This is an optimization exercise on Yosys and OpenROAD, whose aim is small area, not a production implementation. Where RTL was checked, it was by simulation tests only, not by an equivalence proof against the original. No functional check of the RTL was part of runs 1, 6 and 7. Power and IR drop assume default switching activity.

==> flow/design.v <==
module msop_core (
    input  wire        clk,
    input  wire        rst,
    output wire [7:0]  imem_addr,
    input  wire [63:0] imem_data,
    output wire        dmem_re,
    output wire        dmem_we,
    output wire [7:0]  dmem_addr,
    output wire [31:0] dmem_wdata,
    input  wire [31:0] dmem_rdata,
    output wire        halted,
    output wire        aborted,
    output wire [1:0]  abort_cause,
    input  wire [3:0]  dbg_sel,
    output wire [31:0] dbg_val
);
    localparam ST_CLR  = 4'd0;    
    localparam ST_FET  = 4'd1;    
    localparam ST_DEC  = 4'd2;    
    localparam ST_C1   = 4'd3;    
    localparam ST_C2   = 4'd4;    
    localparam ST_XW   = 4'd5;    
    localparam ST_XF   = 4'd6;    
    localparam ST_IT   = 4'd7;    
    localparam ST_MV   = 4'd8;    
    localparam ST_PA   = 4'd9;    
    localparam ST_LDW  = 4'd10;   
    localparam ST_HALT = 4'd11;
    localparam ST_ABT1 = 4'd12;   
    localparam ST_ABT2 = 4'd13;   
    reg  [3:0]   state;
    reg  [7:0]   pc;
    reg  [3:0]   k;
    reg  [511:0] ringn;
    wire [511:0] ring = ~ringn;
    reg  [31:0]  An, B;
    wire [31:0]  A = ~An;
    reg          lap;
    reg          qn;
    reg  [4:0]   op;              
    reg  [3:0]   rpos;            
    reg          mk;              
    wire [31:0] R = ring[511:480];
    wire [3:0]  fa  = imem_data[57:54];
    wire [3:0]  fb  = imem_data[52:49];
    wire [3:0]  fc  = imem_data[47:44];
    wire [31:0] imm = imem_data[31:0];
    wire is_ar   = ~op[4] & ~op[3];               
    wire is_mul  = is_ar & (op[1:0] == 2'd0);
    wire is_div  = is_ar & (op[1:0] == 2'd3);
    wire is_md   = is_mul | is_div;
    wire is_sub  = is_ar & (op[1:0] == 2'd2);
    wire is_mem  = (op[4:2] == 3'b010);           
    wire is_ld   = is_mem & ~op[0];
    wire is_st   = is_mem & op[0];
    wire is_set  = (op == 5'd12);
    wire is_br   = (op >= 5'd13) && (op <= 5'd17);
    wire is_ret  = (op == 5'd18);
    wire regform = is_mem ? op[1] : (is_ar & op[2]);
    wire [3:0] kn  = k - 4'd1;
    wire [3:0] knn = k - 4'd2;
    wire       k0  = (k == 4'd0);
    wire        stopped = (state == ST_HALT) || (state == ST_ABT1) || (state == ST_ABT2);
    wire [3:0]  pos = stopped ? dbg_sel + ~k : rpos;
    reg  [31:0] D;
    integer i;
    always @(*) begin
        D = 32'd0;
        for (i = 0; i < 16; i = i + 1)
            D = D | (ring[i*32 +: 32] & {32{pos == i[3:0]}});
    end
    reg        xa1, xa2, s_in;
    reg        selD, selI, inv, cin;
    reg        bsrc, wen, wrd;
    wire [31:0] XA  = (A & {32{xa1}}) | ({A[30:0], 1'b0} & {32{xa2}}) | {31'd0, s_in};
    wire [31:0] XBr = (D & {32{selD}}) | (imm & {32{selI}});
    wire [31:0] XB  = XBr ^ {32{inv}};
    wire [32:0] c;        
    wire [31:0] u;        
    wire [32:0] t;        
    wire [31:0] S;
    wire [3:0]  cb;       
    genvar gi;
    generate
        for (gi = 0; gi < 32; gi = gi + 1) begin : g_add
            wire cin_i = (gi == 0) ? cin : (gi % 8 == 0) ? 1'b0 : c[gi];
            assign u[gi]   = XA[gi] ^ XB[gi] ^ cin_i;
            assign c[gi+1] = (XA[gi] & XB[gi]) | (cin_i & (XA[gi] ^ XB[gi]));
            wire t_i = (gi % 8 == 0) ? 1'b1 : t[gi];
            assign t[gi+1] = t_i & u[gi];
            if (gi < 8) assign S[gi] = u[gi];
            else        assign S[gi] = u[gi] ^ (cb[gi/8] & t_i);
        end
    endgenerate
    assign t[0]  = 1'b1;
    assign cb[0] = cin;
    assign cb[1] = c[8];
    assign cb[2] = c[16] | (cb[1] & t[16]);
    assign cb[3] = c[24] | (cb[2] & t[24]);
    wire s_z  = ~|XBr;
    wire s_n  = XBr[31];
    wire a_ok = ~|A[31:10];
    reg taken;
    always @(*) begin
        case (op[2:0])
            3'd5: taken = s_z;              
            3'd6: taken = ~s_n;             
            3'd7: taken = s_n | s_z;        
            3'd0: taken = ~s_n & ~s_z;      
            default: taken = s_n;           
        endcase
    end
    wire [7:0] target = imm[31] ? 8'd0 : imm[9:2];
    reg [3:0] nstate;
    reg       pc_adv;
    reg       re, we;
    wire dsub = ~(A[31] ^ XBr[31]);
    always @(*) begin
        xa1 = 1'b1; xa2 = 1'b0; s_in = 1'b0;
        selD = 1'b0; selI = 1'b0; inv = 1'b0; cin = 1'b0;
        bsrc = 1'b0; wen = 1'b0; wrd = 1'b0;
        nstate = state; pc_adv = 1'b0; re = 1'b0; we = 1'b0;
        case (state)
            ST_CLR: begin
                xa1 = 1'b0; wen = 1'b1;
                if (k0) nstate = ST_FET;
            end
            ST_FET: nstate = ST_DEC;
            ST_DEC: nstate = ST_C1;
            ST_C1: begin
                xa1 = 1'b0; selD = regform; selI = ~regform;
                inv = is_sub; cin = is_sub;
                if (is_ret) nstate = ST_HALT;
                else if (is_div & s_z) nstate = ST_ABT1;
                else nstate = ST_C2;
            end
            ST_C2: begin
                selD = 1'b1;
                if (is_br) begin
                    xa1 = 1'b0;
                    pc_adv = 1'b1; nstate = ST_FET;
                end else if (is_md) begin
                    xa1 = 1'b0;
                    inv = is_div & D[31]; cin = is_div & D[31];
                    nstate = ST_XW;
                end else begin
                    selD = ~is_set;
                    nstate = ST_PA;
                end
            end
            ST_XW: begin
                if (k0) nstate = ST_XF;
            end
            ST_XF: begin
                xa1 = 1'b0; xa2 = 1'b1; bsrc = 1'b1;
                if (k0 && lap) nstate = ST_IT;
            end
            ST_IT: begin
                xa1 = 1'b0; xa2 = 1'b1;
                if (is_div) begin
                    s_in = B[31];
                    selD = regform; selI = ~regform; inv = dsub; cin = dsub;
                end else begin
                    selD = regform & B[31]; selI = ~regform & B[31];
                end
                if (k0 && lap) nstate = is_div ? ST_MV : ST_PA;
            end
            ST_MV: begin
                xa1 = 1'b0; xa2 = 1'b1; s_in = B[31] ^ qn;
                if (k0 && lap) nstate = ST_PA;
            end
            ST_PA: begin
                if (is_mem & ~a_ok) nstate = ST_ABT2;
                else if (is_st) begin
                    selD = 1'b1; we = 1'b1; pc_adv = 1'b1; nstate = ST_FET;
                end else if (mk) begin
                    if (is_ld) begin
                        re = 1'b1; nstate = ST_LDW;
                    end else begin
                        cin = is_div & qn; wen = 1'b1;
                        pc_adv = 1'b1; nstate = ST_FET;
                    end
                end
            end
            ST_LDW: begin
                wen = 1'b1; wrd = 1'b1; pc_adv = 1'b1; nstate = ST_FET;
            end
            default: ;
        endcase
    end
    wire [3:0] rsel = (nstate == ST_C2) ? (is_br ? fa : fb) :
                      (nstate == ST_PA) ? fa : fc;
    wire [3:0] kcmp = is_ld ? knn : kn;
    always @(posedge clk) begin
        ringn <= ~{ring[479:0], wen ? (wrd ? dmem_rdata : S) : R};
        An <= ~S;
        B <= {B[30:0], bsrc ? A[31] : ~S[31]};
        if (state == ST_C1) qn <= XBr[31];
        else if (state == ST_C2) qn <= qn ^ D[31];
        if (state != ST_XF && state != ST_IT && state != ST_MV) lap <= 1'b0;
        else if (k0) lap <= ~lap;
        op    <= imem_data[63:59];
        rpos  <= rsel + ~kn;
        mk    <= (kcmp == fa);
        if (rst) begin
            state <= ST_CLR;
            pc    <= 8'd0;
            k     <= 4'd15;
        end else begin
            state <= nstate;
            k     <= kn;
            if (pc_adv) pc <= (is_br & taken) ? target : pc + 8'd1;
        end
    end
    assign imem_addr   = pc;
    assign dmem_re     = re;
    assign dmem_we     = we;
    assign dmem_addr   = XA[9:2];
    assign dmem_wdata  = XBr;
    assign halted      = (state == ST_HALT);
    assign aborted     = (state == ST_ABT1) || (state == ST_ABT2);
    assign abort_cause = {state == ST_ABT2, state == ST_ABT1};
    assign dbg_val     = D;
endmodule
==> flow/flow/run.sh <==
#!/bin/bash
# Own layout flow: the standard flow (standard.sh: ORFS with the standard flow's
# synthesis script, floorplan, power grid, placement and routing) with three
# changes, none of which touches the registers or the constraints:
#  - ABC maps the logic with an area-oriented script (flow/abc_map.script)
#    in place of ORFS's delay-oriented one; ORFS's scripts are copied here
#    and only abc_speed.script is replaced;
#  - each port gets the smallest buffer, buf_1, instead of the default one;
#  - the clock tree uses larger sink clusters and no dummy loads.
# The make output goes to flow.log here; ORFS keeps each step's log under orfs/logs.
set -euo pipefail
rm -rf scripts
cp -r "$FLOW_HOME/scripts" scripts
cp flow/abc_map.script scripts/abc_speed.script
export SCRIPTS_DIR="$PWD/scripts"
export BUFFER_PORTS_ARGS="-buffer_cell sky130_fd_sc_hd__buf_1"
export CTS_ARGS="-sink_clustering_enable -repair_clock_nets -dont_use_dummy_load -sink_clustering_size 28 -sink_clustering_max_diameter 100"
bash standard.sh finish > flow.log 2>&1
==> flow/flow/abc_map.script <==
strash
dc2
dch -f
amap -F 4 -A 10
topo
==> flow/standard.sh <==
#!/bin/bash
# synth_recipe.tcl (not shown) runs the flow's synth.tcl, then flattens the netlist and writes it again
# the make line also repeats each setting of config.mk as NAME=value (left out here)
make -C /OpenROAD-flow-scripts/flow DESIGN_CONFIG=/design/flow/config.mk WORK_HOME=/design/flow/orfs CLKGATE_MAP_FILE= SYNTH_SCRIPT=/design/flow/synth_recipe.tcl "${@:-finish}"
==> flow/config.mk <==
export PLATFORM = sky130hd
export DESIGN_NAME = msop_core
export DESIGN_NICKNAME = msop_core
export VERILOG_FILES = /design/flow/design.v
export SDC_FILE = /design/flow/constraint.sdc
export NUM_CORES = 4
export LEC_CHECK = 0
export CAP_MARGIN = 20
export CORE_MARGIN = 2
export CORE_UTILIZATION = 40
export PLACE_DENSITY = 0.6
export SLEW_MARGIN = 20
==> flow/constraint.sdc <==
create_clock -name core_clock -period 13.0 [get_ports {clk}]
set_input_delay 2.6000 -clock core_clock [delete_from_list [all_inputs] [get_ports {clk}]]
set_output_delay 2.6000 -clock core_clock [all_outputs]
set_load 0.01 [all_outputs]
==> out/metrics.yaml, run 1 <==
numPortBuffers: 172
clock.fmax_ghz: 0.0821
die_h_um: 217
cp_max_fo: 11
rows: 78
vias: 14000
grt_usage_pct: 23.1
synth_cells: 1619
wirelength_mm: 56.0
synth_fp_nets: 1767
first_global_vias: 13600
synth_top_flop_cell: "dfxtp_1"
grt_util_met1_pct: 32.6
critPathMaxStageDelay_ns: 0.41
die_w_um: 217
drc: 0
grt_pass1_wl_mm: 83.0
drtIter0Drc: 1316
use_met3_pct: 3.16
syn_avg_cell_area_um2: 11.2
hpwl_mm: 35.9
synth_edf_count: 1
cp-end-kind: "flop"
avgViaCountPerCell: 5.68
status: "complete, no violations"
syn_area_um2: 18200
grt_start_max_net_pins: 53
dieArea_um2: 47200
clkLatencyLatePin_ns: 0.59
crit_top_cell: "nand2_1"
grt_remaining_overflow: 0
postLayoutCoreUtil_pct: 45.8
mostFrequentLayoutCell: "dfxtp_1"
clk_path_buf_depth: 3
rr_startpoint: "state[2]"
hold_viol_final: 0
cts_buffers: 25
ant_nets: 0
root_buffer: "clkbuf_16"
worst_pin_slew_ns: 1.05
total_power_mw: 2.93
gp_congestion: 0.909
fin_skew_ns: 0.0369
yosys_warnings: 1
nets: 2012
initial_core_util_pct: 40.3
hold_class: "flop to flop"
clk_pin_slew_ns: 0.10
ir_drop_uv: 72.7
layout-drive-gt1-share_pct: 5.53
cts.htree.levels: 1
powerDensity_nw_per_um2: 141
crit_end: "ringn[31]"
tritoncts: "done"
ys_seq_area_share_pct: 66.5
fin_crit_sh_pct: 93.7
reg2reg_depth: 67
final_cell_mix: "603 x dfxtp_1, 338 x o22ai_1, 172 x buf_1"
crit_type: "primary input to flop"
critical_path_required_ns: 13.43
synth-seq-cells: 604
routedWlPerCell_um: 22.7
clock-sinks: 604
async_flop_share_pct: 0
period_minus_slack_ns: 12.18
core_area_um2: 45200
ff2ff_setup_slack_ns: 1.68
drtPass1Iterations: 5
crit_arrival_ns: 12.60
drv_cap: 0
p_leak_nw: 7.62
cp-startpoint: "dbg_sel[0]"
r2r-end: "ringn[31]"
grt_antenna_before_repair: 1
area_growth_pct: 13.7
drv_slew: 0
setup_violations: 0
use_met2_pct: 37.8
max_slew_margin_pct: 29.3
pin_count: 188
cp_slowest_cell: "fa_2"
busiest_layer: "met2"
critPathLaunchType: "primary input"
ys_types: 42
==> power breakdown <==
part | switching (mW) | internal (mW) | leakage, nW | total [mW]
Sequential | 0.00493 | 1.86 | 4.89 | 1.86
Clock | 0.541 | 0.347 | 0.308 | 0.887
Combinational | 0.136 | 0.0443 | 2.41 | 0.180
==> through the flow <==
stage	cells	hold WS [ns]	setup slack, ns	instance area [µm²]	TNS, ns
2_1_floorplan	1619	0.310	0.0267	18300	0
3_3_place_gp	2434	0.313	0.175	20000	0
3_5_place_dp	2434	0.312	-0.155	20000	-0.355
4_1_cts	2459	0.320	0.438	20600	0
5_1_grt	2462	0.324	-0.0857	20700	-0.133
6_report	2463	0.317	0.823	20700	0
==> routing by layer <==
| layer | vias up | wire (µm) |
|---|---|---|
| met1 | 6804 | 25600 |
| met2 | 584 | 25500 |
| met4 | 0 | 1050 |
| met5 | - | 0 |
| li1 | 6521 | - |
| met3 | 76 | 3880 |
==> worst min-delay path by stage <==
stage                          start          to  slack (ns)  cells past startpoint
after floorplan                 B[9]       B[10]        0.31                      0
after global placement         B[21]       B[22]        0.31                      0
after detailed placement        B[8]        B[9]        0.31                      0
after CTS                 ringn[337]  ringn[369]        0.32                      0
after global routing      ringn[178]  ringn[210]        0.32                      0
final                     ringn[178]  ringn[210]        0.32                      0
==> what timing repair did <==
| action | CTS | global route |
|---|---|---|
| setup endpoints to repair | 0 | 10 |
| gates resized for setup | 0 | 14 |
| hold buffers | 0 | 0 |
| buffers inserted | 0 | 2 |
==> cells by family after synthesis <==
group,share of synthesized area (%)
simple gates,7.93
fa+ha+maj,4.40
flops,66.5
compound gates,18.3
buf+inv,2.89
==> worst max-delay path: cells and delay by family <==
kind            cells  cell delay (ns)
fa+ha+maj          10             3.64
simple gates       28             2.91
buf+inv            20             1.81
compound gates     10             1.61
==> cell usage after synthesis, drive strengths merged (3+ instances only) <==
library cell  count  area share, %
a21o              4           0.17
or2               4           0.14
o22ai           345             12
fa               30            3.3
nor4             75            2.6
dfxtp           603             66
clkinv          138            2.8
a22oi            30            1.2
nor2             83            1.7
o211a             4           0.22
nand3             6           0.17
o221ai            4           0.19
o21ai            65            1.8
o221a             4           0.25
o2111ai           3           0.14
a211oi            3           0.12
nand4            23           0.79
nor3             10           0.28
nand2            85            1.8
a21oi            48            1.3
and3              4           0.14
ha               16            1.1
a221o             7           0.39
==> registers in the layout (all words and copies together) (netlist names) <==
name and flops:
ringn 512, An 32, B 32, pc 8, op 5, k 4, rpos 4, state 4
lap 1, mk 1, qn 1
==> layout make-up <==
type | instances | area [µm²]
Timing Repair Buffer | 218 | 991
Inverter | 138 | 528
Clock buffer | 25 | 626
Multi-Input combinational cell | 877 | 5700
Fill cell | 4271 | 24500
Sequential cell | 604 | 12100
Tap cell | 600 | 751
Antenna cell | 1 | 2.50
==> run 2, diff against run 1 <==
--- a/flow/design.v
+++ b/flow/design.v
@@ -79,24 +79,23 @@
     wire [31:0] u;        
     wire [32:0] t;        
     wire [31:0] S;
-    wire [3:0]  cb;       
+    wire        c11, c22;
     genvar gi;
     generate
         for (gi = 0; gi < 32; gi = gi + 1) begin : g_add
-            wire cin_i = (gi == 0) ? cin : (gi % 8 == 0) ? 1'b0 : c[gi];
+            wire cin_i = (gi == 0) ? cin : (gi == 11 || gi == 22) ? 1'b0 : c[gi];
             assign u[gi]   = XA[gi] ^ XB[gi] ^ cin_i;
             assign c[gi+1] = (XA[gi] & XB[gi]) | (cin_i & (XA[gi] ^ XB[gi]));
-            wire t_i = (gi % 8 == 0) ? 1'b1 : t[gi];
+            wire t_i = (gi == 11 || gi == 22) ? 1'b1 : t[gi];
             assign t[gi+1] = t_i & u[gi];
-            if (gi < 8) assign S[gi] = u[gi];
-            else        assign S[gi] = u[gi] ^ (cb[gi/8] & t_i);
+            if (gi < 11)      assign S[gi] = u[gi];
+            else if (gi < 22) assign S[gi] = u[gi] ^ (c11 & t_i);
+            else              assign S[gi] = u[gi] ^ (c22 & t_i);
         end
     endgenerate
     assign t[0]  = 1'b1;
-    assign cb[0] = cin;
-    assign cb[1] = c[8];
-    assign cb[2] = c[16] | (cb[1] & t[16]);
-    assign cb[3] = c[24] | (cb[2] & t[24]);
+    assign c11 = c[11];
+    assign c22 = c[22] | (c11 & t[22]);
     wire s_z  = ~|XBr;
     wire s_n  = XBr[31];
     wire a_ok = ~|A[31:10];
==> run 2 against run 1 <==
  * Sequential power is essentially flat
  * Largest power group unchanged
  * Critical endpoint unchanged
  * Routed wire length decreased by 1.4%
  * Final area is 0.60% higher
  * Sequential share of layout area is 0.35 points lower
  * Hold slack improved by 0.0067 ns
  * Highest routed layer unchanged
  * First-iteration DRC count down 16%
  * Critical path type unchanged
==> out/metrics.yaml, run 2 <==
synth_edf_count: 1
crit_arrival_ns: 12.77
grt_pass1_wl_mm: 82.1
synth_fp_nets: 1761
tritoncts: "done"
fin_skew_ns: 0.0344
cp_max_fo: 21
drc: 0
core_area_um2: 45100
hold_viol_final: 0
wirelength_mm: 55.2
synth_top_cell_area_share_pct: 66.4
period_minus_slack_ns: 12.33
area_growth_pct: 14.5
rows: 78
worst_pin_slew_ns: 0.944
ys_types: 42
cp-end-kind: "flop"
status: "complete, no violations"
numPortBuffers: 172
max_slew_margin_pct: 36.6
finalSetupTns_ns: 0
post_cts_resized: 0
synth-seq-cells: 604
routedWlPerCell_um: 22.5
clock.fmax_ghz: 0.0811
cts.htree.levels: 1
drv_slew: 0
clock-sinks: 604
synth_cells: 1614
drtIter0Drc: 1103
synth_top_area_cell: "dfxtp_1"
seqCellArea_um2: 12100
critPathMaxStageDelay_ns: 0.52
crit_type: "primary input to flop"
top_regs: "ringn x512, An x32, B x32"
cts_buffers: 25
cp_slowest_cell: "fa_1"
fillers: 4247
drv_cap: 0
clk_pin_slew_ns: 0.10
vias: 13800
root_buffer: "clkbuf_16"
yosys_warnings: 1
antenna_cells: 0
p_leak_nw: 7.69
ant_nets: 0
setup_violations: 0
yosysMostFrequentCell: "dfxtp_1"
synth_area_leaders: "dfxtp_1 66%, o22ai_1 12%, fa_1 3.4%"
hold_class: "flop to flop"
die_h_um: 217
top_register: "ringn"
clkLatencyLatePin_ns: 0.59
initial_core_util_pct: 40.3
first_global_vias: 13600
grt_start_max_net_pins: 43
synth_top_flop_cell: "dfxtp_1"
critPathLaunchType: "primary input"
clk_path_buf_depth: 3
multi_input_area_um2: 5750
grt_antenna_before_repair: 0
largest_reg_flops: 512
drtPass1Iterations: 7
async_flop_share_pct: 0
mostFrequentLayoutCell: "dfxtp_1"
ir_drop_uv: 85.8
hpwl_mm: 36.5
grt_remaining_overflow: 0
gp_congestion: 0.866
layout-drive-gt1-share_pct: 7.38
ys_seq_area_share_pct: 66.5
synthTopCellsByCount: "603 x dfxtp_1, 344 x o22ai_1, 143 x clkinv_1"
postLayoutCoreUtil_pct: 46.2
crit_top_cell: "fa_1"
syn_avg_cell_area_um2: 11.3
hold_buffers: 0
fin_crit_sh_pct: 94.8
die_w_um: 217
syn_area_um2: 18200
cts_setup_buffers: 0
dieArea_um2: 47200
grt_usage_pct: 22.8
final_cell_mix: "603 x dfxtp_1, 341 x o22ai_1, 172 x buf_1"
nets: 2006
critical_path_required_ns: 13.45
avgViaCountPerCell: 5.63
powerDensity_nw_per_um2: 141
pin_count: 188
==> run 2: cell types whose count changed after synthesis, moves of 4 or more <==
| cell | delta |
|---|---|
| or4_1 | +8 |
| o21ai_0 | -4 |
| nor3_1 | +4 |
| nand2_1 | -6 |
| clkinv_1 | +5 |
| or3_1 | +6 |
| nor4_1 | -6 |
| nand4_1 | -7 |
==> run 2: metrics by stage <==
stage,setup WS (ns),instance area (µm²),cells,hold slack [ns],total power [mW]
finish,0.672,20800,2457,0.324,2.93
global route,-0.0421,20800,2457,0.332,3.01
CTS,0.532,20800,2458,0.328,2.94
detailed placement,-0.00364,20200,2433,0.312,2.08
global placement,0.204,20200,2433,0.311,2.08
floorplan,-0.379,18300,1614,0.310,1.98
==> run 2: final cells by class <==
type	count	share of cell area (%)
inverters	143	2.67
clock buffers	25	3.00
well taps	600	3.60
flip-flops and latches	604	58.1
multi-input cells	866	27.6
repair buffers	219	4.99
==> run 2: kinds of logic after synthesis <==
family / Yosys count / share of synthesized area [%]
simple gates: 293 / 7.83
buf+inv: 144 / 2.99
compound gates: 525 / 18.1
fa+ha+maj: 45 / 4.37
flops: 604 / 66.5
xor+xnor: 3 / 0.144
==> run 2: worst paths after layout <==
check / startpoint / to / slack, ns / depth (start not counted)
worst min-delay path: ringn[440] / ringn[472] / 0.32 / 0
worst max register to register: state[3] / ringn[31] / 1.72 / 51
worst min register to register: ringn[440] / ringn[472] / 0.32 / 0
worst max-delay path: dbg_sel[0] / ringn[31] / 0.67 / 50
==> run 2: metal layers <==
| metal | track usage, % | up-vias | part of all wire, % |
|---|---|---|---|
| li1 | - | 6472 | - |
| met1 | 31.9 | 6714 | 45 |
| met2 | 36.8 | 539 | 45 |
| met3 | 2.63 | 104 | 6.1 |
| met4 | 7.40 | 0 | 3.1 |
| met5 | 0 | - | 0 |
==> run 2: where the power goes <==
group / total, mW / internal, mW / leakage [nW] / switching, mW
registers: 1.86 / 1.86 / 4.89 / 0.00380
logic: 0.181 / 0.0467 / 2.49 / 0.135
clock network: 0.889 / 0.346 / 0.308 / 0.543
==> run 2: critical path: cells and delay by family <==
| family | cells | cell delay, ns |
|---|---|---|
| and+or+nand+nor | 16 | 1.94 |
| adders and majority gates | 13 | 5.59 |
| buffers and inverters | 10 | 1.03 |
| AOI/OAI and AO/OA | 10 | 1.42 |
| xor gates and xnor gates | 1 | 0.18 |
==> run 3, diff against run 2 <==
--- a/flow/design.v
+++ b/flow/design.v
@@ -28,6 +28,7 @@
     localparam ST_HALT = 4'd11;
     localparam ST_ABT1 = 4'd12;   
     localparam ST_ABT2 = 4'd13;   
+    localparam ST_PW   = 4'd14;   
     reg  [3:0]   state;
     reg  [7:0]   pc;
     reg  [3:0]   k;
@@ -58,7 +59,6 @@
     wire is_ret  = (op == 5'd18);
     wire regform = is_mem ? op[1] : (is_ar & op[2]);
     wire [3:0] kn  = k - 4'd1;
-    wire [3:0] knn = k - 4'd2;
     wire       k0  = (k == 4'd0);
     wire        stopped = (state == ST_HALT) || (state == ST_ABT1) || (state == ST_ABT2);
     wire [3:0]  pos = stopped ? dbg_sel + ~k : rpos;
@@ -71,31 +71,32 @@
     end
     reg        xa1, xa2, s_in;
     reg        selD, selI, inv, cin;
-    reg        bsrc, wen, wrd;
+    reg        bsrc, wen, selM;
     wire [31:0] XA  = (A & {32{xa1}}) | ({A[30:0], 1'b0} & {32{xa2}}) | {31'd0, s_in};
-    wire [31:0] XBr = (D & {32{selD}}) | (imm & {32{selI}});
+    wire [31:0] XBr = (D & {32{selD}}) | (imm & {32{selI}}) | (dmem_rdata & {32{selM}});
     wire [31:0] XB  = XBr ^ {32{inv}};
     wire [32:0] c;        
     wire [31:0] u;        
     wire [32:0] t;        
     wire [31:0] S;
-    wire        c11, c22;
+    wire [3:0]  cb;       
     genvar gi;
     generate
         for (gi = 0; gi < 32; gi = gi + 1) begin : g_add
-            wire cin_i = (gi == 0) ? cin : (gi == 11 || gi == 22) ? 1'b0 : c[gi];
+            wire cin_i = (gi == 0) ? cin : (gi % 8 == 0) ? 1'b0 : c[gi];
             assign u[gi]   = XA[gi] ^ XB[gi] ^ cin_i;
             assign c[gi+1] = (XA[gi] & XB[gi]) | (cin_i & (XA[gi] ^ XB[gi]));
-            wire t_i = (gi == 11 || gi == 22) ? 1'b1 : t[gi];
+            wire t_i = (gi % 8 == 0) ? 1'b1 : t[gi];
             assign t[gi+1] = t_i & u[gi];
-            if (gi < 11)      assign S[gi] = u[gi];
-            else if (gi < 22) assign S[gi] = u[gi] ^ (c11 & t_i);
-            else              assign S[gi] = u[gi] ^ (c22 & t_i);
+            if (gi < 8) assign S[gi] = u[gi];
+            else        assign S[gi] = u[gi] ^ (cb[gi/8] & t_i);
         end
     endgenerate
     assign t[0]  = 1'b1;
-    assign c11 = c[11];
-    assign c22 = c[22] | (c11 & t[22]);
+    assign cb[0] = cin;
+    assign cb[1] = c[8];
+    assign cb[2] = c[16] | (cb[1] & t[16]);
+    assign cb[3] = c[24] | (cb[2] & t[24]);
     wire s_z  = ~|XBr;
     wire s_n  = XBr[31];
     wire a_ok = ~|A[31:10];
@@ -117,7 +118,7 @@
     always @(*) begin
         xa1 = 1'b1; xa2 = 1'b0; s_in = 1'b0;
         selD = 1'b0; selI = 1'b0; inv = 1'b0; cin = 1'b0;
-        bsrc = 1'b0; wen = 1'b0; wrd = 1'b0;
+        bsrc = 1'b0; wen = 1'b0; selM = 1'b0;
         nstate = state; pc_adv = 1'b0; re = 1'b0; we = 1'b0;
         case (state)
             ST_CLR: begin
@@ -172,26 +173,28 @@
                 if (is_mem & ~a_ok) nstate = ST_ABT2;
                 else if (is_st) begin
                     selD = 1'b1; we = 1'b1; pc_adv = 1'b1; nstate = ST_FET;
+                end else if (is_ld) begin
+                    re = 1'b1; nstate = ST_LDW;
                 end else if (mk) begin
-                    if (is_ld) begin
-                        re = 1'b1; nstate = ST_LDW;
-                    end else begin
-                        cin = is_div & qn; wen = 1'b1;
-                        pc_adv = 1'b1; nstate = ST_FET;
-                    end
+                    cin = is_div & qn; wen = 1'b1;
+                    pc_adv = 1'b1; nstate = ST_FET;
                 end
             end
             ST_LDW: begin
-                wen = 1'b1; wrd = 1'b1; pc_adv = 1'b1; nstate = ST_FET;
+                xa1 = 1'b0; selM = 1'b1; nstate = ST_PW;
+            end
+            ST_PW: begin
+                if (mk) begin
+                    wen = 1'b1; pc_adv = 1'b1; nstate = ST_FET;
+                end
             end
             default: ;
         endcase
     end
     wire [3:0] rsel = (nstate == ST_C2) ? (is_br ? fa : fb) :
                       (nstate == ST_PA) ? fa : fc;
-    wire [3:0] kcmp = is_ld ? knn : kn;
     always @(posedge clk) begin
-        ringn <= ~{ring[479:0], wen ? (wrd ? dmem_rdata : S) : R};
+        ringn <= ~{ring[479:0], wen ? S : R};
         An <= ~S;
         B <= {B[30:0], bsrc ? A[31] : ~S[31]};
         if (state == ST_C1) qn <= XBr[31];
@@ -200,7 +203,7 @@
         else if (k0) lap <= ~lap;
         op    <= imem_data[63:59];
         rpos  <= rsel + ~kn;
-        mk    <= (kcmp == fa);
+        mk    <= (kn == fa);
         if (rst) begin
             state <= ST_CLR;
             pc    <= 8'd0;
==> run 3 against run 2 <==
  * Still clean
  * Total power shrank 0.58%
  * Core utilization grew 0.48 points
  * Via count grew 0.34%
  * Global-route usage shrank 0.098 points
  * Worst setup slack gained 0.16 ns
  * Synthesized area shrank 0.83%
  * Final area shrank 0.48%
  * Largest power group unchanged
  * Highest routed layer unchanged
==> out/metrics.yaml, run 3 <==
status: "complete, no violations"
gp_congestion: 0.907
drv_slew: 0
drc: 0
grt_start_max_net_pins: 50
fin_crit_sh_pct: 93.6
die_w_um: 216
mostFrequentLayoutCell: "dfxtp_1"
drv_cap: 0
clk_path_buf_depth: 3
cp-end-kind: "flop"
period_minus_slack_ns: 12.17
fin_skew_ns: 0.0254
grt_usage_pct: 22.7
routedWlPerCell_um: 22.6
cp_max_fo: 5
grt_pass1_wl_mm: 81.9
clkLatencyLatePin_ns: 0.57
syn_area_um2: 18000
synth_top_area_cell: "dfxtp_1"
vias: 13900
dieArea_um2: 46800
p_leak_nw: 7.74
grt_remaining_overflow: 0
powerDensity_nw_per_um2: 141
cts.htree.levels: 1
top_register: "ringn"
cts_buffers: 25
grt_antenna_before_repair: 0
critPathLaunchType: "primary input"
yosys_warnings: 1
synthTopCellsByCount: "603 x dfxtp_1, 337 x o22ai_1, 118 x clkinv_1"
synth_cells: 1561
critPathMaxStageDelay_ns: 0.48
min_delay_path_depth: 0
largest_reg_flops: 512
synth_area_leaders: "dfxtp_1 67%, o22ai_1 12%, fa_1 3.3%"
ant_nets: 0
ir_drop_uv: 79.7
total_power_mw: 2.91
path_buf_inv: 20
ys_seq_area_share_pct: 67.1
tritoncts: "done"
worstHoldEndpoint: "ringn[429]"
ff2ff_setup_slack_ns: 1.75
rsz0062_at_grt: "false"
setup_violations: 0
wirelength_mm: 54.6
clock.fmax_ghz: 0.0822
first_global_vias: 13900
placed_cells: 2392
final_cell_mix: "603 x dfxtp_1, 334 x o22ai_1, 172 x buf_1"
crit_top_cell: "nand2_1"
synth_top_flop_cell: "dfxtp_1"
synth-seq-cells: 604
rr_startpoint: "state[2]"
syn_avg_cell_area_um2: 11.6
die_h_um: 216
initial_core_util_pct: 40.6
hpwl_mm: 37.3
ys_types: 46
place_ws_ns: 0.00378
cp_slowest_cell: "fa_1"
critical_path_required_ns: 13.49
crit_type: "primary input to flop"
reg2reg_depth: 64
r2r-end: "B[0]"
async_flop_share_pct: 0
fin_ws_ns: 0.828
max_slew_margin_pct: 34.0
hold_viol_final: 0
clk_pin_slew_ns: 0.10
layout-drive-gt1-share_pct: 6.35
root_buffer: "clkbuf_16"
postLayoutCoreUtil_pct: 46.7
cp_top_family: "adder cells"
clock-sinks: 604
drtIter0Drc: 1112
synth_top_cell_area_share_pct: 66.9
worst_pin_slew_ns: 0.990
core_area_um2: 44400
pin_count: 188
yosysMostFrequentCell: "dfxtp_1"
area_growth_pct: 14.9
top_regs: "ringn x512, An x32, B x32"
final_cell_area_um2: 20700
hold_class: "flop to flop"
avgViaCountPerCell: 5.74
holdWs_ns: 0.328
min_from: "ringn[397]"
synth_fp_nets: 1707
antenna_cells: 0
nets: 1975
crit_arrival_ns: 12.66
placedInstanceArea_um2: 20100
numPortBuffers: 172
finalSetupTns_ns: 0
synth_edf_count: 1
rows: 77
fin_cells: 2419
drtPass1Iterations: 6
run 3: cell count changes after synthesis, sizes merged, moves of 18 or more:
cell / change
nor2: -31
a222oi: +32
a22oi: -30
a21oi: -18
nand2: +23
clkinv: -25
run 3: cell type report:
cell class	count	area (µm²)
multi-input combinational	838	5600
inverter	118	450
tap	592	741
timing repair buffer	242	1210
fill	4081	23700
clock buffer	25	626
sequential	604	12100
run 3: report_power, final:
| part | total (mW) | switching [mW] | internal, mW |
|---|---|---|---|
| clock network | 0.879 | 0.533 | 0.346 |
| registers | 1.86 | 0.00397 | 1.85 |
| logic | 0.175 | 0.127 | 0.0480 |
| total | 2.91 | 0.664 | 2.25 |
run 3: worst reg2reg max path: cells and delay by family (launching register included):
family	cells	cell delay [ns]
AO/OA/AOI/OAI	8	1.29
AND/OR/NAND/NOR	29	3.81
adder cells (fa/ha/maj)	8	3.48
buffers and inverters	19	2.10
flip-flops	1	0.51
run 3: per-layer routing:
metal  global-route usage (%)  part of all wire (%)  vias to the layer above
met1                     30.8                    45                     6806
met3                     3.13                   5.7                      121
met4                     8.17                   3.6                        0
li1                         -                     -                     6445
met5                        0                     0                        -
met2                     37.0                    46                      504
run 3: cell families after synthesis:
logic type | Yosys count | share of synthesized area [%]
compound gates | 502 | 18.2
simple gates | 292 | 7.94
buf+inv | 119 | 2.50
flops | 604 | 67.1
fa+ha+maj | 44 | 4.30
run 3: how the worst max path moves through the flow:
stage / slack, ns / depth (start not counted) / to / from
floorplan: 0.003 / 60 / ringn[30] / dbg_sel[0]
global placement: 0.11 / 60 / ringn[30] / dbg_sel[0]
detailed placement: 0.004 / 62 / ringn[30] / dbg_sel[0]
CTS: 0.56 / 63 / ringn[31] / dbg_sel[0]
global route: 0.06 / 64 / ringn[31] / dbg_sel[0]
finish: 0.83 / 64 / B[0] / dbg_sel[0]
run 3: what timing repair did:
| item | 4_1_cts | 5_1_grt |
|---|---|---|
| setup endpoints to repair | 0 | 7 |
| resized for setup | 0 | 10 |
| hold buffers | 0 | 0 |
| setup buffers | 0 | 2 |
| endpoints found under the hold margin | 0 | 0 |
==> run 4, diff against run 3 <==
==> flow/flow/abc_map.script (replaced) <==
strash
dc2
dch -f
amap -F 4 -A 10
strash
dch -f
amap -F 4 -A 10
topo
==> run 4 against run 3 <==
  * Sequential share of layout area shrank 0.15 points
  * Combinational power grew 12%
  * Sequential cell count is the same
  * Critical path depth is the same
  * Count of clock-buffer cells in the layout is the same
  * Die area shrank 0.51%
  * Maximum frequency grew 1.6%
  * Clock power is essentially flat
  * Core utilization grew 0.32 points
  * Final area grew 0.25%
  * Register-to-register slack gained 0.38 ns
  * Highest routed layer unchanged
==> out/metrics.yaml, run 4 <==
place_ws_ns: -0.135
synth_edf_count: 1
cts_buffers: 25
syn_area_um2: 17900
ys_seq_area_share_pct: 67.4
largest_reg_flops: 512
synth_top_flop_cell: "dfxtp_1"
drc: 0
top_regs: "ringn x512, An x32, B x32"
drv_cap: 0
synth_top_area_cell: "dfxtp_1"
crit_top_cell: "nand2_1"
postLayoutCoreUtil_pct: 47.0
r2r-end: "B[0]"
yosys_warnings: 1
hold_class: "flop to flop"
area_growth_pct: 15.8
final_cell_mix: "603 x dfxtp_1, 336 x o22ai_1, 172 x buf_1"
hold_viol_final: 0
mostFrequentLayoutCell: "dfxtp_1"
top_register: "ringn"
ir_drop_uv: 96.0
drv_slew: 0
crit_end: "B[0]"
layout-drive-gt1-share_pct: 6.36
cp-startpoint: "dbg_sel[0]"
cts.htree.levels: 1
cp-end-kind: "flop"
fin_crit_sh_pct: 92.1
synth_area_leaders: "dfxtp_1 67%, o22ai_1 12%, fa_1 3.3%"
async_flop_share_pct: 0
rr_startpoint: "An[23]"
vias: 13900
syn_avg_cell_area_um2: 11.6
grt_remaining_overflow: 0
routedWlPerCell_um: 23.8
crit_arrival_ns: 12.46
critPathMaxStageDelay_ns: 0.44
placedInstanceArea_um2: 19900
reg2reg_depth: 60
drtPass1Iterations: 6
root_buffer: "clkbuf_16"
avgViaCountPerCell: 5.80
total_power_mw: 2.93
first_global_vias: 13500
grt_pass1_wl_mm: 81.8
numPortBuffers: 172
fin_skew_ns: 0.0708
crit_type: "primary input to flop"
grt_usage_pct: 22.9
drtIter0Drc: 1345
wirelength_mm: 57.1
pin_count: 188
tritoncts: "done"
grt_antenna_before_repair: 1
clock-sinks: 604
hold_buffers: 0
critical_path_required_ns: 13.48
ff2ff_setup_slack_ns: 2.13
cp_max_fo: 8
worst_pin_slew_ns: 1.06
synth_top_cell_area_share_pct: 67.3
status: "complete, no violations"
die_w_um: 216
powerDensity_nw_per_um2: 141
setup_violations: 0
synth_fp_nets: 1697
holdWs_ns: 0.309
hpwl_mm: 35.4
grt_start_max_net_pins: 33
fin_ws_ns: 1.02
initial_core_util_pct: 40.6
yosysMostFrequentCell: "dfxtp_1"
ys_types: 32
nets: 1956
clkLatencyLatePin_ns: 0.60
core_area_um2: 44200
clock.fmax_ghz: 0.0835
final_cell_area_um2: 20800
ant_nets: 0
synthTopCellsByCount: "603 x dfxtp_1, 338 x o22ai_1, 119 x clkinv_1"
dieArea_um2: 46600
period_minus_slack_ns: 11.98
critPathLaunchType: "primary input"
gp_congestion: 0.905
max_slew_margin_pct: 28.4
cp_slowest_cell: "fa_2"
clk_path_buf_depth: 3
die_h_um: 216
clk_pin_slew_ns: 0.10
synth-seq-cells: 604
min_from: "ringn[90]"
rows: 77
antenna_cells: 0
synth_cells: 1551
p_leak_nw: 7.66
## run 4: how the worst min path moves through the flow
stage	to	slack (ns)	cells after the start
global placement	B[19]	0.31	0
CTS	ringn[450]	0.30	0
detailed placement	B[20]	0.31	0
finish	ringn[122]	0.31	0
global route	ringn[346]	0.31	0
floorplan	B[10]	0.31	0
## run 4: report_power, final
part           internal [mW]  switching, mW
Sequential              1.85        0.00357
Clock                  0.346          0.535
Combinational         0.0559          0.140
## run 4: cells by family (layout without fill, tap and decap cells)
| logic type | Yosys count | count (layout) | synth area share (%) |
|---|---|---|---|
| DFF | 604 | 604 | 67.4 |
| AOI/OAI and AO/OA | 497 | 497 | 17.9 |
| and+or+nand+nor | 286 | 286 | 7.82 |
| buffers and inverters | 120 | 377 | 2.53 |
| adders and majority gates | 44 | 44 | 4.32 |
## run 4: area by class of cell
cell class                 instances  area, µm²
clock buffer                      25        626
fill                            4040      23400
tap                              592        741
multi-input combinational        827       5530
timing repair buffer             233       1330
sequential                       604      12100
inverter                         119        455
## run 4: worst max-delay path, delay by kind of cell
family          cells  cell delay, ns
compound gates      9            1.46
fa+ha+maj          10            3.74
buf+inv            18            1.53
simple gates       27            3.09
## run 4: timing repair
action                     4_1_cts  5_1_grt
buffers inserted                 0       11
setup endpoints to repair        0       10
gates resized for setup          0       19
## run 4: metal layers
metal	up-vias	track usage (%)	part of all wire, %
met5	-	0	0
met4	0	7.31	3.3
met3	118	2.26	7.1
met2	619	37.6	45
met1	6792	32.0	45
li1	6401	-	-
## run 4: metrics by stage
stage | setup TNS [ns] | cells
6_report | 0 | 2400
5_1_grt | -0.0288 | 2400
4_1_cts | 0 | 2382
3_5_place_dp | -0.277 | 2357
3_3_place_gp | 0 | 2357
2_1_floorplan | 0 | 1551
==> run 5, diff against run 4 <==
==> flow/flow/abc_map.script (replaced) <==
strash
dc2
dch -f
amap -F 4 -A 10
topo
--- a/flow/config.mk
+++ b/flow/config.mk
@@ -7,6 +7,6 @@
 export LEC_CHECK = 0
 export CAP_MARGIN = 20
 export CORE_MARGIN = 2
-export CORE_UTILIZATION = 40
-export PLACE_DENSITY = 0.6
+export CORE_UTILIZATION = 55
+export PLACE_DENSITY = 0.7
 export SLEW_MARGIN = 20
==> run 5 against run 4 <==
  * Routed wire length shrank 6.9%
  * Sequential power is essentially flat
  * Die area shrank 26%
  * Clock skew decreased by 0.0062 ns
  * Critical endpoint is now ringn[31]
  * Non-clock buffer count grew 1
  * Largest power group unchanged
  * First-iteration DRC count increased by 22%
  * Sequential cell count stayed put
==> out/metrics.yaml, run 5 <==
mostFrequentLayoutCell: "dfxtp_1"
area_growth_pct: 13.4
grt_pass1_wl_mm: 79.3
critical_path_required_ns: 13.46
clock_power_share_pct: 30.0
first_global_vias: 13600
critPathMaxStageDelay_ns: 0.50
powerDensity_nw_per_um2: 142
initial_core_util_pct: 55.6
drv_cap: 0
clk_path_buf_depth: 3
max_slew_margin_pct: 28.8
grt_usage_pct: 30.6
hold_buffers: 0
synth-seq-cells: 604
dieArea_um2: 34300
pin_count: 188
yosys_warnings: 1
layout-drive-gt1-share_pct: 6.05
synth_top_area_cell: "dfxtp_1"
synth_edf_count: 1
nets: 1967
routedWlPerCell_um: 23.5
drtPass1Iterations: 9
placed_cells: 2225
cts_buffers: 25
fin_crit_sh_pct: 93.6
syn_avg_cell_area_um2: 11.6
synth_top_cell_area_share_pct: 66.9
placedInstanceArea_um2: 19700
drv_slew: 0
grt_antenna_before_repair: 0
crit_arrival_ns: 12.63
die_w_um: 185
finalSetupTns_ns: 0
grt_remaining_overflow: 0
ys_types: 46
critPathLaunchType: "primary input"
clkLatencyLatePin_ns: 0.58
clock.fmax_ghz: 0.0822
synth_cells: 1561
core_area_um2: 32500
setup_violations: 0
sw_frac_of_total_pct: 22.7
ys_seq_area_share_pct: 67.1
avgViaCountPerCell: 6.23
final_cell_mix: "603 x dfxtp_1, 334 x o22ai_1, 172 x buf_1"
cp-end-kind: "flop"
worst_pin_slew_ns: 1.07
clock-sinks: 604
cp_slowest_cell: "fa_1"
wirelength_mm: 53.1
hpwl_mm: 35.4
cts.htree.levels: 1
synth_top_flop_cell: "dfxtp_1"
fin_ws_ns: 0.831
crit_type: "primary input to flop"
synth_fp_nets: 1707
place_ws_ns: -0.0220
largest_reg_flops: 512
vias: 14100
yosysMostFrequentCell: "dfxtp_1"
power.switching_mw: 0.659
hold_viol_final: 0
synth_area_leaders: "dfxtp_1 67%, o22ai_1 12%, fa_1 3.3%"
gp_congestion: 0.935
status: "complete, no violations"
crit_top_cell: "nand2_1"
antenna_cells: 0
rsz0062_at_grt: "false"
grt_start_max_net_pins: 50
fin_cells: 2261
tritoncts: "done"
synthTopCellsByCount: "603 x dfxtp_1, 337 x o22ai_1, 118 x clkinv_1"
final_cell_area_um2: 20500
top_regs: "ringn x512, An x32, B x32"
p_leak_nw: 7.71
numPortBuffers: 172
fin_skew_ns: 0.0645
ir_drop_uv: 114
ant_nets: 0
root_buffer: "clkbuf_16"
rows: 66
async_flop_share_pct: 0
drc: 0
cp_max_fo: 31
top_register: "ringn"
clk_pin_slew_ns: 0.11
syn_area_um2: 18000
die_h_um: 185
p_int_mw: 2.25
period_minus_slack_ns: 12.17
drtIter0Drc: 1641
power_frac_comb_pct: 6.0
fillers: 2687
pwr-share-seq_pct: 64.0
hold_class: "flop to flop"
==> run 5: cell count changes after synthesis, sizes merged, moves of 4 or more <==
cell   change
a22o       +9
nand4      -7
or2        +4
a21oi      -9
o22a      -12
nor2       -7
or3        +8
nor3      -12
o211a      +4
o21ai      +4
nand2     +18
==> run 5: worst paths after layout <==
path	slack, ns	start	depth (start not counted)	endpoint
max	0.83	dbg_sel[0]	63	ringn[31]
min	0.31	B[30]	0	B[31]
max reg2reg	1.93	state[2]	64	ringn[31]
min reg2reg	0.31	B[30]	0	B[31]
==> run 5: layer usage <==
metal	share of wire, %	vias up	track usage (%)
met4	4.6	0	13.0
met1	43	6855	42.5
met2	44	659	47.6
met3	8.3	129	5.21
li1	-	6444	-
met5	0	-	0
==> run 5: critical path: cells and delay by family <==
| family | cells | cell delay, ns |
|---|---|---|
| simple gates | 26 | 3.10 |
| compound gates | 6 | 0.81 |
| fa+ha+maj | 10 | 4.07 |
| buf+inv | 21 | 2.01 |
==> run 5: area by class of cell <==
| cell class | count | area [µm²] | area share, % |
|---|---|---|---|
| Clock buffer | 25 | 626 | 3.06 |
| Inverter | 118 | 452 | 2.21 |
| Multi-Input combinational cell | 838 | 5600 | 27.4 |
| Sequential cell | 604 | 12100 | 59.1 |
| Tap cell | 442 | 553 | 2.70 |
| Timing Repair Buffer | 234 | 1120 | 5.50 |
==> run 5: repair_timing <==
item	CTS	global route
setup endpoints to repair	0	8
gates resized for setup	0	14
setup buffers	0	10
==> run 5: through the flow <==
step                hold slack [ns]  power, mW  util [%]
floorplan                     0.310       1.97         -
CTS                           0.303       2.90      62.7
detailed placement            0.312       2.06      60.7
global route                  0.310       2.98      63.0
global placement              0.310       2.06      60.7
finish                        0.307       2.90      63.0
==> run 5: cell families after synthesis <==
logic type,Yosys count,share of synthesized area [%]
DFF,604,67.1
adders and majority gates,44,4.30
buffers and inverters,119,2.50
and+or+nand+nor,292,7.94
AOI/OAI and AO/OA,502,18.2
==> run 5: power by group through the flow <==
stage / sequential (mW) / combinational [mW] / clock [mW]
after global placement: 1.90 / 0.163 / 0
after global routing: 1.86 / 0.178 / 0.945
after detailed placement: 1.90 / 0.163 / 0
final: 1.86 / 0.174 / 0.872
after CTS: 1.86 / 0.164 / 0.880
after floorplan: 1.90 / 0.0693 / 0
==> run 6, diff against run 5 <==
--- a/flow/design.v
+++ b/flow/design.v
@@ -79,24 +79,25 @@
     wire [31:0] u;        
     wire [32:0] t;        
     wire [31:0] S;
-    wire [3:0]  cb;       
+    wire [7:0]  cb;       
     genvar gi;
     generate
         for (gi = 0; gi < 32; gi = gi + 1) begin : g_add
-            wire cin_i = (gi == 0) ? cin : (gi % 8 == 0) ? 1'b0 : c[gi];
+            wire cin_i = (gi == 0) ? cin : (gi % 4 == 0) ? 1'b0 : c[gi];
             assign u[gi]   = XA[gi] ^ XB[gi] ^ cin_i;
             assign c[gi+1] = (XA[gi] & XB[gi]) | (cin_i & (XA[gi] ^ XB[gi]));
-            wire t_i = (gi % 8 == 0) ? 1'b1 : t[gi];
+            wire t_i = (gi % 4 == 0) ? 1'b1 : t[gi];
             assign t[gi+1] = t_i & u[gi];
-            if (gi < 8) assign S[gi] = u[gi];
-            else        assign S[gi] = u[gi] ^ (cb[gi/8] & t_i);
+            if (gi < 4) assign S[gi] = u[gi];
+            else        assign S[gi] = u[gi] ^ (cb[gi/4] & t_i);
+        end
+        for (gi = 1; gi < 8; gi = gi + 1) begin : g_cb
+            if (gi == 1) assign cb[gi] = c[4];
+            else         assign cb[gi] = c[4*gi] | (cb[gi-1] & t[4*gi]);
         end
     endgenerate
     assign t[0]  = 1'b1;
     assign cb[0] = cin;
-    assign cb[1] = c[8];
-    assign cb[2] = c[16] | (cb[1] & t[16]);
-    assign cb[3] = c[24] | (cb[2] & t[24]);
     wire s_z  = ~|XBr;
     wire s_n  = XBr[31];
     wire a_ok = ~|A[31:10];
--- a/flow/config.mk
+++ b/flow/config.mk
@@ -7,6 +7,6 @@
 export LEC_CHECK = 0
 export CAP_MARGIN = 20
 export CORE_MARGIN = 2
-export CORE_UTILIZATION = 55
-export PLACE_DENSITY = 0.7
+export CORE_UTILIZATION = 40
+export PLACE_DENSITY = 0.6
 export SLEW_MARGIN = 20
==> run 6 against run 5 <==
  * Clock power increased by 0.7%
  * Final area barely moved
  * First-iteration DRC count fell by 18%
  * Maximum frequency rose by 9.5%
  * Sequential share of layout area about the same
  * Critical endpoint unchanged
==> out/metrics.yaml, run 6 <==
status: "complete, no violations"
post_cts_resized: 0
yosysMostFrequentCell: "dfxtp_1"
synth_top_flop_cell: "dfxtp_1"
grt_pass1_wl_mm: 82.2
clkLatencyLatePin_ns: 0.57
period_minus_slack_ns: 11.11
fillers: 4143
cp_top_family: "simple AND/OR/NAND/NOR gates"
drtPass1Iterations: 7
avgViaCountPerCell: 5.78
syn_avg_cell_area_um2: 11.5
layout-drive-gt1-share_pct: 5.25
vias: 13800
crit_arrival_ns: 11.54
area_growth_pct: 13.3
dieArea_um2: 46900
antenna_cells: 0
critPathLaunchType: "primary input"
nets: 1944
fin_crit_sh_pct: 85.5
clock-sinks: 604
powerDensity_nw_per_um2: 142
async_flop_share_pct: 0
power_frac_comb_pct: 5.5
p_leak_nw: 7.56
hold_class: "flop to flop"
routedWlPerCell_um: 23.2
clk_pin_slew_ns: 0.11
core_area_um2: 44400
ant_nets: 0
clock.fmax_ghz: 0.0900
drc: 0
fin_ws_ns: 1.89
grt_usage_pct: 23.0
initial_core_util_pct: 40.7
grt_antenna_before_repair: 0
drtIter0Drc: 1348
critPathMaxStageDelay_ns: 0.78
final_cell_area_um2: 20500
root_buffer: "clkbuf_16"
cp_max_fo: 23
synth_top_area_cell: "dfxtp_1"
first_global_vias: 13600
synth_edf_count: 1
critical_path_required_ns: 13.43
cp-end-kind: "flop"
drv_cap: 0
placedInstanceArea_um2: 19800
ys_seq_area_share_pct: 67.0
mostFrequentLayoutCell: "dfxtp_1"
ys_types: 44
final_cell_mix: "603 x dfxtp_1, 335 x o22ai_1, 172 x buf_1"
hold_viol_final: 0
gp_congestion: 0.945
power.switching_mw: 0.661
syn_area_um2: 18100
max_slew_margin_pct: 31.2
grt_remaining_overflow: 0
drv_slew: 0
sw_frac_of_total_pct: 22.8
largest_reg_flops: 512
tritoncts: "done"
pin_count: 188
clock_power_share_pct: 30.3
ir_drop_uv: 86.4
grt_start_max_net_pins: 54
die_w_um: 217
synth-seq-cells: 604
crit_top_cell: "nand2_1"
postLayoutCoreUtil_pct: 46.1
die_h_um: 217
crit_type: "primary input to flop"
synth_area_leaders: "dfxtp_1 67%, o22ai_1 12%, fa_1 2.9%"
fin_skew_ns: 0.0265
rows: 77
hold_buffers: 0
wirelength_mm: 55.3
synth_top_cell_area_share_pct: 66.8
top_register: "ringn"
synth_fp_nets: 1719
numPortBuffers: 172
yosys_warnings: 1
rsz0062_at_grt: "false"
cts.htree.levels: 1
setup_violations: 0
p_int_mw: 2.23
multi_input_area_um2: 5700
synthTopCellsByCount: "603 x dfxtp_1, 337 x o22ai_1, 114 x clkinv_1"
cts_buffers: 25
worst_pin_slew_ns: 1.02
cp_slowest_cell: "a222oi_1"
cts_setup_buffers: 0
hpwl_mm: 34.5
path_buf_inv: 10
synth_cells: 1569
place_ws_ns: 1.52
seqCellArea_um2: 12100
pwr-share-seq_pct: 64.2
top_regs: "ringn x512, An x32, B x32"
clk_path_buf_depth: 3
[run 6: layout make-up]
type                       count  area share, %
clock buffer                  25           3.06
tap                          592           3.62
sequential                   604           59.2
inverter                     114           2.17
multi-input combinational    850           27.9
timing repair buffer         199           4.15
[run 6: per-layer routing]
layer	part of all wire [%]	vias up	global-route usage [%]
li1	-	6383	-
met4	3.6	0	8.54
met3	6.0	108	2.96
met2	46	509	37.6
met5	0	-	0
met1	44	6788	31.1
[run 6: power by group through the flow]
stage / clock network [mW] / logic [mW] / registers (mW)
floorplan: 0 / 0.0699 / 1.90
global placement: 0 / 0.156 / 1.90
detailed placement: 0 / 0.156 / 1.90
CTS: 0.898 / 0.156 / 1.86
global route: 0.961 / 0.166 / 1.86
finish: 0.878 / 0.160 / 1.86
[run 6: worst reg2reg max path: cells and delay by family (launching register included)]
kind                       cells  cell delay (ns)
and+or+nand+nor               32             4.32
DFF                            1             0.42
buffers and inverters          8             1.19
AOI/OAI and AO/OA              8             2.33
adders and majority gates      4             1.45
[run 6: cells by family (layout without fill, tap and decap cells)]
logic type / after synthesis / count (layout) / share of synthesized area, %
flops: 604 / 604 / 67.0
compound gates: 498 / 498 / 17.9
simple gates: 303 / 303 / 8.19
buf+inv: 115 / 338 / 2.41
fa+ha+maj: 48 / 48 / 4.41
xor+xnor: 1 / 1 / 0.0485
[run 6: through the flow]
| step | std cells | hold WS, ns | TNS, ns | power, mW |
|---|---|---|---|---|
| after floorplan | 1569 | 0.310 | -1.09 | 1.97 |
| after global placement | 2359 | 0.312 | 0 | 2.06 |
| after detailed placement | 2359 | 0.313 | 0 | 2.06 |
| after CTS | 2384 | 0.327 | 0 | 2.91 |
| after global routing | 2384 | 0.332 | 0 | 2.99 |
| final | 2384 | 0.319 | 0 | 2.90 |
[run 6: final timing paths]
check | depth (start not counted) | to | start | slack [ns]
hold / removal | 0 | B[16] | B[15] | 0.32
setup / recovery | 54 | ringn[31] | dbg_sel[0] | 1.89
setup reg to reg | 52 | ringn[31] | state[1] | 3.17
hold reg to reg | 0 | B[16] | B[15] | 0.32
==> run 7, diff against run 6 <==
--- a/flow/config.mk
+++ b/flow/config.mk
@@ -7,6 +7,6 @@
 export LEC_CHECK = 0
 export CAP_MARGIN = 20
 export CORE_MARGIN = 2
-export CORE_UTILIZATION = 40
-export PLACE_DENSITY = 0.6
+export CORE_UTILIZATION = 55
+export PLACE_DENSITY = 0.7
 export SLEW_MARGIN = 20
==> run 7 against run 6 <==
  * Clock skew up 0.025 ns
  * Non-clock buffer count unchanged
  * Total power shrank 0.34%
  * Via count up 0.40%
  * Synthesized area stayed put
  * Final area fell by 0.94%
  * Critical path depth stayed put
  * Synthesized cell count stayed put
  * Sequential share of layout area grew 0.56 points
  * Maximum frequency rose by 0.69%
  * Core utilization rose by 16 points
  * Hold slack gained 0.00067 ns
==> out/metrics.yaml, run 7 <==
synth_top_area_cell: "dfxtp_1"
grt_pass1_wl_mm: 77.5
final_cell_area_um2: 20300
grt_start_max_net_pins: 54
place_ws_ns: 1.46
ys_seq_area_share_pct: 67.0
area_growth_pct: 12.2
numPortBuffers: 172
period_minus_slack_ns: 11.04
critical_path_required_ns: 13.41
synth_fp_nets: 1719
top_regs: "ringn x512, An x32, B x32"
powerDensity_nw_per_um2: 142
cp-end-kind: "flop"
fin_skew_ns: 0.0511
drc: 0
drv_slew: 0
fin_crit_sh_pct: 84.9
placed_cells: 2209
syn_avg_cell_area_um2: 11.5
clock.fmax_ghz: 0.0906
syn_area_um2: 18100
cp_max_fo: 25
wirelength_mm: 51.9
r2r-end: "ringn[31]"
drtIter0Drc: 1386
core_area_um2: 32500
setup_violations: 0
cts.htree.levels: 1
p_leak_nw: 7.55
synthTopCellsByCount: "603 x dfxtp_1, 337 x o22ai_1, 114 x clkinv_1"
critPathMaxStageDelay_ns: 0.67
final_cell_mix: "603 x dfxtp_1, 335 x o22ai_1, 172 x buf_1"
synth_cells: 1569
avgViaCountPerCell: 6.19
routedWlPerCell_um: 23.2
status: "complete, no violations"
muxShareOfSynthArea_pct: 0
synth_top_flop_cell: "dfxtp_1"
crit_type: "primary input to flop"
drtPass1Iterations: 6
cp_slowest_cell: "a222oi_1"
initial_core_util_pct: 55.7
dieArea_um2: 34300
synth_top_cell_area_share_pct: 66.8
crit_arrival_ns: 11.45
cts_buffers: 25
synth_compound_area_share_pct: 17.9
fin_cells: 2235
drv_cap: 0
clk_pin_slew_ns: 0.11
mostFrequentLayoutCell: "dfxtp_1"
max_slew_margin_pct: 35.9
die_h_um: 185
yosysMostFrequentCell: "dfxtp_1"
hpwl_mm: 32.9
async_flop_share_pct: 0
rows: 66
ir_drop_uv: 117
ys_types: 44
synth_xor_area_share_pct: 0.0485
clk_path_buf_depth: 3
placedInstanceArea_um2: 19600
hold_viol_final: 0
reg2reg_depth: 52
hold_class: "flop to flop"
ant_nets: 0
rsz0062_at_grt: "false"
largest_reg_flops: 512
layout-drive-gt1-share_pct: 5.25
post_cts_resized: 0
total_power_mw: 2.89
hold_buffers: 0
yosys.area_share.simple_pct: 8.19
die_w_um: 185
first_global_vias: 13200
rr_startpoint: "state[1]"
grt_usage_pct: 29.9
min_delay_path_depth: 0
grt_antenna_before_repair: 1
postLayoutCoreUtil_pct: 62.4
vias: 13800
gp_congestion: 0.930
cts_setup_buffers: 0
synth_top_family_by_area: "compound AO/OA/AOI/OAI gates"
grt_remaining_overflow: 0
synth-seq-cells: 604
clkLatencyLatePin_ns: 0.58
nets: 1944
ff2ff_setup_slack_ns: 3.09
root_buffer: "clkbuf_16"
yosys_warnings: 1
synth_edf_count: 1
worstHoldEndpoint: "ringn[74]"
synth_area_leaders: "dfxtp_1 67%, o22ai_1 12%, fa_1 2.9%"
worst_pin_slew_ns: 0.961
synthAdderAreaFrac_pct: 4.41
critPathLaunchType: "primary input"
tritoncts: "done"
min_from: "ringn[42]"
pin_count: 188
top_register: "ringn"
clock-sinks: 604
fin_ws_ns: 1.96
[run 7: worst max-delay path: cells and delay by family]
kind | cells | cell delay [ns]
simple gates | 30 | 3.38
compound gates | 9 | 2.54
fa+ha+maj | 5 | 1.72
buf+inv | 10 | 1.18
[run 7: kinds of logic after synthesis]
group,Yosys count
adder cells (fa/ha/maj),48
flip-flops,604
AO/OA/AOI/OAI,498
XOR/XNOR,1
buffers and inverters,115
AND/OR/NAND/NOR,303
[run 7: worst max-delay path by stage]
stage / startpoint / end / cells past startpoint / slack (ns)
4_1_cts: dbg_sel[0] / ringn[31] / 54 / 2.05
5_1_grt: dbg_sel[0] / ringn[30] / 54 / 1.25
3_5_place_dp: dbg_sel[0] / ringn[30] / 54 / 1.46
2_1_floorplan: dbg_sel[0] / ringn[31] / 55 / -0.27
6_report: dbg_sel[0] / ringn[31] / 54 / 1.96
3_3_place_gp: dbg_sel[0] / ringn[30] / 54 / 1.64
[run 7: per-stage QoR]
| stage | setup TNS, ns | hold slack, ns |
|---|---|---|
| floorplan | -1.09 | 0.310 |
| global placement | 0 | 0.310 |
| finish | 0 | 0.320 |
| CTS | 0 | 0.313 |
| global route | 0 | 0.340 |
| detailed placement | 0 | 0.312 |
[run 7: layout make-up]
type / instances / area (µm²)
Fill cell: 2718 / 12200
Clock buffer: 25 / 626
Inverter: 114 / 443
Multi-Input combinational cell: 850 / 5690
Sequential cell: 604 / 12100
Timing Repair Buffer: 199 / 848
Antenna cell: 1 / 2.50
Tap cell: 442 / 553
[run 7: metal layers]
| layer | wire (µm) | GRT usage [%] | share of wire (%) |
|---|---|---|---|
| met3 | 4070 | 4.92 | 7.8 |
| met5 | 0 | 0 | 0 |
| met2 | 23500 | 47.5 | 45 |
| met4 | 2130 | 11.2 | 4.1 |
| met1 | 22200 | 41.2 | 43 |
[run 7: power breakdown]
group | total (mW) | switching [mW] | internal (mW) | leakage (nW)
clock | 0.872 | 0.526 | 0.346 | 0.308
sequential | 1.86 | 0.00348 | 1.85 | 4.89
combinational | 0.156 | 0.122 | 0.0337 | 2.35
==> run 8, diff against run 7 <==
--- a/flow/design.v
+++ b/flow/design.v
@@ -38,10 +38,10 @@
     wire [31:0]  A = ~An;
     reg          lap;
     reg          qn;
-    reg  [4:0]   op;              
     reg  [3:0]   rpos;            
     reg          mk;              
     wire [31:0] R = ring[511:480];
+    wire [4:0]  op  = imem_data[63:59];
     wire [3:0]  fa  = imem_data[57:54];
     wire [3:0]  fb  = imem_data[52:49];
     wire [3:0]  fc  = imem_data[47:44];
@@ -202,7 +202,6 @@
         else if (state == ST_C2) qn <= qn ^ D[31];
         if (state != ST_XF && state != ST_IT && state != ST_MV) lap <= 1'b0;
         else if (k0) lap <= ~lap;
-        op    <= imem_data[63:59];
         rpos  <= rsel + ~kn;
         mk    <= (kn == fa);
         if (rst) begin
--- a/flow/config.mk
+++ b/flow/config.mk
@@ -7,6 +7,6 @@
 export LEC_CHECK = 0
 export CAP_MARGIN = 20
 export CORE_MARGIN = 2
-export CORE_UTILIZATION = 55
-export PLACE_DENSITY = 0.7
+export CORE_UTILIZATION = 40
+export PLACE_DENSITY = 0.6
 export SLEW_MARGIN = 20
==> run 8 against run 7 <==
  * Still clean
  * Count of clock-buffer cells in the layout did not move
  * Hold slack got worse by 0.0063 ns
  * Cell count rose by 6.5%
  * Via count fell by 0.56%
  * First-iteration DRC count fell by 4.3%
  * Critical path type unchanged
  * Largest cell class unchanged
==> out/metrics.yaml, run 8 <==
status: "complete, no violations"
worst_pin_slew_ns: 1.08
p_leak_nw: 7.50
hold_viol_final: 0
cp_max_fo: 10
syn_avg_cell_area_um2: 11.5
fin_crit_sh_pct: 93.2
fin_skew_ns: 0.0461
synth_cells: 1563
period_minus_slack_ns: 12.12
sw_frac_of_total_pct: 23.1
layout-drive-gt1-share_pct: 3.36
synth_edf_count: 1
synth-seq-cells: 599
async_flop_share_pct: 0
clock.fmax_ghz: 0.0825
clock_power_share_pct: 30.5
wl_met1_mm: 24.8
top_regs: "ringn x512, An x32, B x32"
ys_seq_area_share_pct: 66.8
finalSetupTns_ns: 0
synth_area_leaders: "dfxtp_1 67%, o22ai_1 12%, fa_1 2.9%"
clkLatencyLatePin_ns: 0.58
cts_buffers: 25
root_buffer: "clkbuf_16"
p_int_mw: 2.22
setup_violations: 0
die_h_um: 216
grt_usage_pct: 22.7
seqCellArea_um2: 12000
drc: 0
path_buf_inv: 12
cp-end-kind: "flop"
grt_start_max_net_pins: 54
ir_drop_uv: 90.8
cp_top_family: "simple AND/OR/NAND/NOR gates"
largest_reg_flops: 512
synth_fp_nets: 1713
grt_remaining_overflow: 0
powerDensity_nw_per_um2: 142
grt_pass1_wl_mm: 80.5
max_slew_margin_pct: 27.2
rows: 77
clk_pin_slew_ns: 0.10
synth_top_flop_cell: "dfxtp_1"
clk_path_buf_depth: 3
met2_length_mm: 24.3
hold_class: "flop to flop"
routedWlPerCell_um: 23.1
multi_input_area_um2: 5610
pwr-share-seq_pct: 63.9
first_global_vias: 13200
cts_setup_buffers: 0
critical_path_required_ns: 13.49
fillers: 4211
nets: 1938
crit_type: "primary input to flop"
crit_arrival_ns: 12.61
vias: 13800
power.switching_mw: 0.665
yosys_warnings: 1
tritoncts: "done"
synth_top_cell_area_share_pct: 66.6
critPathLaunchType: "primary input"
dr_wl_met3_mm: 4.77
pin_count: 188
drv_slew: 0
power_frac_comb_pct: 5.6
wirelength_mm: 55.1
core_area_um2: 44300
drtIter0Drc: 1327
ant_nets: 0
dieArea_um2: 46600
synthTopCellsByCount: "598 x dfxtp_1, 336 x o22ai_1, 111 x clkinv_1"
critPathMaxStageDelay_ns: 0.60
numPortBuffers: 172
hpwl_mm: 34.8
top_register: "ringn"
grt_antenna_before_repair: 2
synth_top_area_cell: "dfxtp_1"
crit_top_cell: "nand2_1"
ys_types: 44
die_w_um: 216
yosysMostFrequentCell: "dfxtp_1"
hold_buffers: 0
drtPass1Iterations: 10
gp_congestion: 0.912
area_growth_pct: 12.6
mostFrequentLayoutCell: "dfxtp_1"
post_cts_resized: 0
final_cell_mix: "598 x dfxtp_1, 336 x o22ai_1, 172 x buf_1"
initial_core_util_pct: 40.6
cp_slowest_cell: "a21oi_1"
avgViaCountPerCell: 5.78
rsz0062_at_grt: "false"
cts.htree.levels: 1
clock-sinks: 599
holdWs_ns: 0.314
drv_cap: 0
highest_layer: "met4"
syn_area_um2: 18000
run 8: final cells by class:
type | instances | share of cell area (%)
Clock buffer | 25 | 3.09
Timing Repair Buffer | 199 | 4.19
Multi-Input combinational cell | 852 | 27.7
Antenna cell | 2 | 0.0247
Sequential cell | 599 | 59.3
Inverter | 111 | 2.06
Tap cell | 592 | 3.66
run 8: final timing paths:
| path | startpoint | to | slack (ns) | cells after the start |
|---|---|---|---|---|
| worst max-delay path | dbg_sel[0] | ringn[31] | 0.88 | 57 |
| worst max register to register | state[2] | ringn[31] | 2.21 | 57 |
| worst min-delay path | ringn[432] | ringn[464] | 0.31 | 0 |
| worst min register to register | ringn[432] | ringn[464] | 0.31 | 0 |
run 8: kinds of logic (layout without fill, tap and decap cells):
group,count (synthesis),after routing,share of synthesized area (%)
fa+ha+maj,48,48,4.43
flops,599,599,66.8
other cells,0,2,0
buf+inv,112,335,2.36
simple gates,304,304,8.35
compound gates,500,500,18.1
run 8: per-layer routing:
metal	global-route usage (%)	up-vias
li1	-	6398
met1	31.6	6723
met2	35.8	567
met3	4.86	77
met4	5.75	0
met5	0	-
run 8: through the flow:
step                      area (µm²)  util [%]  instances  worst slack, ns  power, mW
after floorplan                18000         -       1563            0.328       1.95
after global placement         19600      44.2       2353            0.517       2.04
after detailed placement       19600      44.2       2353            0.363       2.04
after CTS                      20200      45.7       2378            0.894       2.89
after global routing           20200      45.7       2380           0.0197       2.96
final                          20200      45.7       2380            0.881       2.88
run 8: power groups by stage:
stage | clock network [mW] | logic, mW | registers [mW]
after floorplan | 0 | 0.0685 | 1.88
after global placement | 0 | 0.155 | 1.88
after detailed placement | 0 | 0.156 | 1.88
after CTS | 0.894 | 0.156 | 1.84
after global routing | 0.954 | 0.167 | 1.84
final | 0.880 | 0.161 | 1.84
run 8: worst register-to-register path, delay by kind of cell, from the launching register on:
kind	cells	cell delay, ns
AOI/OAI and AO/OA	8	2.21
adders and majority gates	4	1.78
buffers and inverters	13	1.84
DFF	1	0.54
and+or+nand+nor	32	4.35

what the ideal ports hide:
The results above use ideal ports. As a check the final layouts listed here were re-extracted and re-timed, cells and wires unchanged.
Step 1 assumes that a clkbuf_16 drives the clock port and a buf_2 every other input.
Step 2, shift: input delay + t, output delay - t, t = (earliest + latest rising clock arrival at the registers) / 2. This alone moves slack from input paths to output paths.
a / b / c = ideal ports / drivers / drivers and shift; a / b = the first two.
| run | t (ns) | slack for setup (ns) |
|---|---|---|
| run 1 | 0.625 | 0.823 / 0.852 / 0.226 |
| run 2 | 0.629 | 0.672 / 0.701 / 0.072 |
| run 3 | 0.613 | 0.828 / 0.858 / 0.246 |
| run 4 | 0.619 | 1.022 / 1.043 / 0.424 |
| run 5 | 0.605 | 0.831 / 0.857 / 0.252 |
| run 6 | 0.617 | 1.889 / 1.908 / 1.291 |
| run 7 | 0.611 | 1.964 / 1.995 / 1.383 |
| run 8 | 0.604 | 0.881 / 0.906 / 0.302 |
After both steps setup and hold are still met in every run listed.
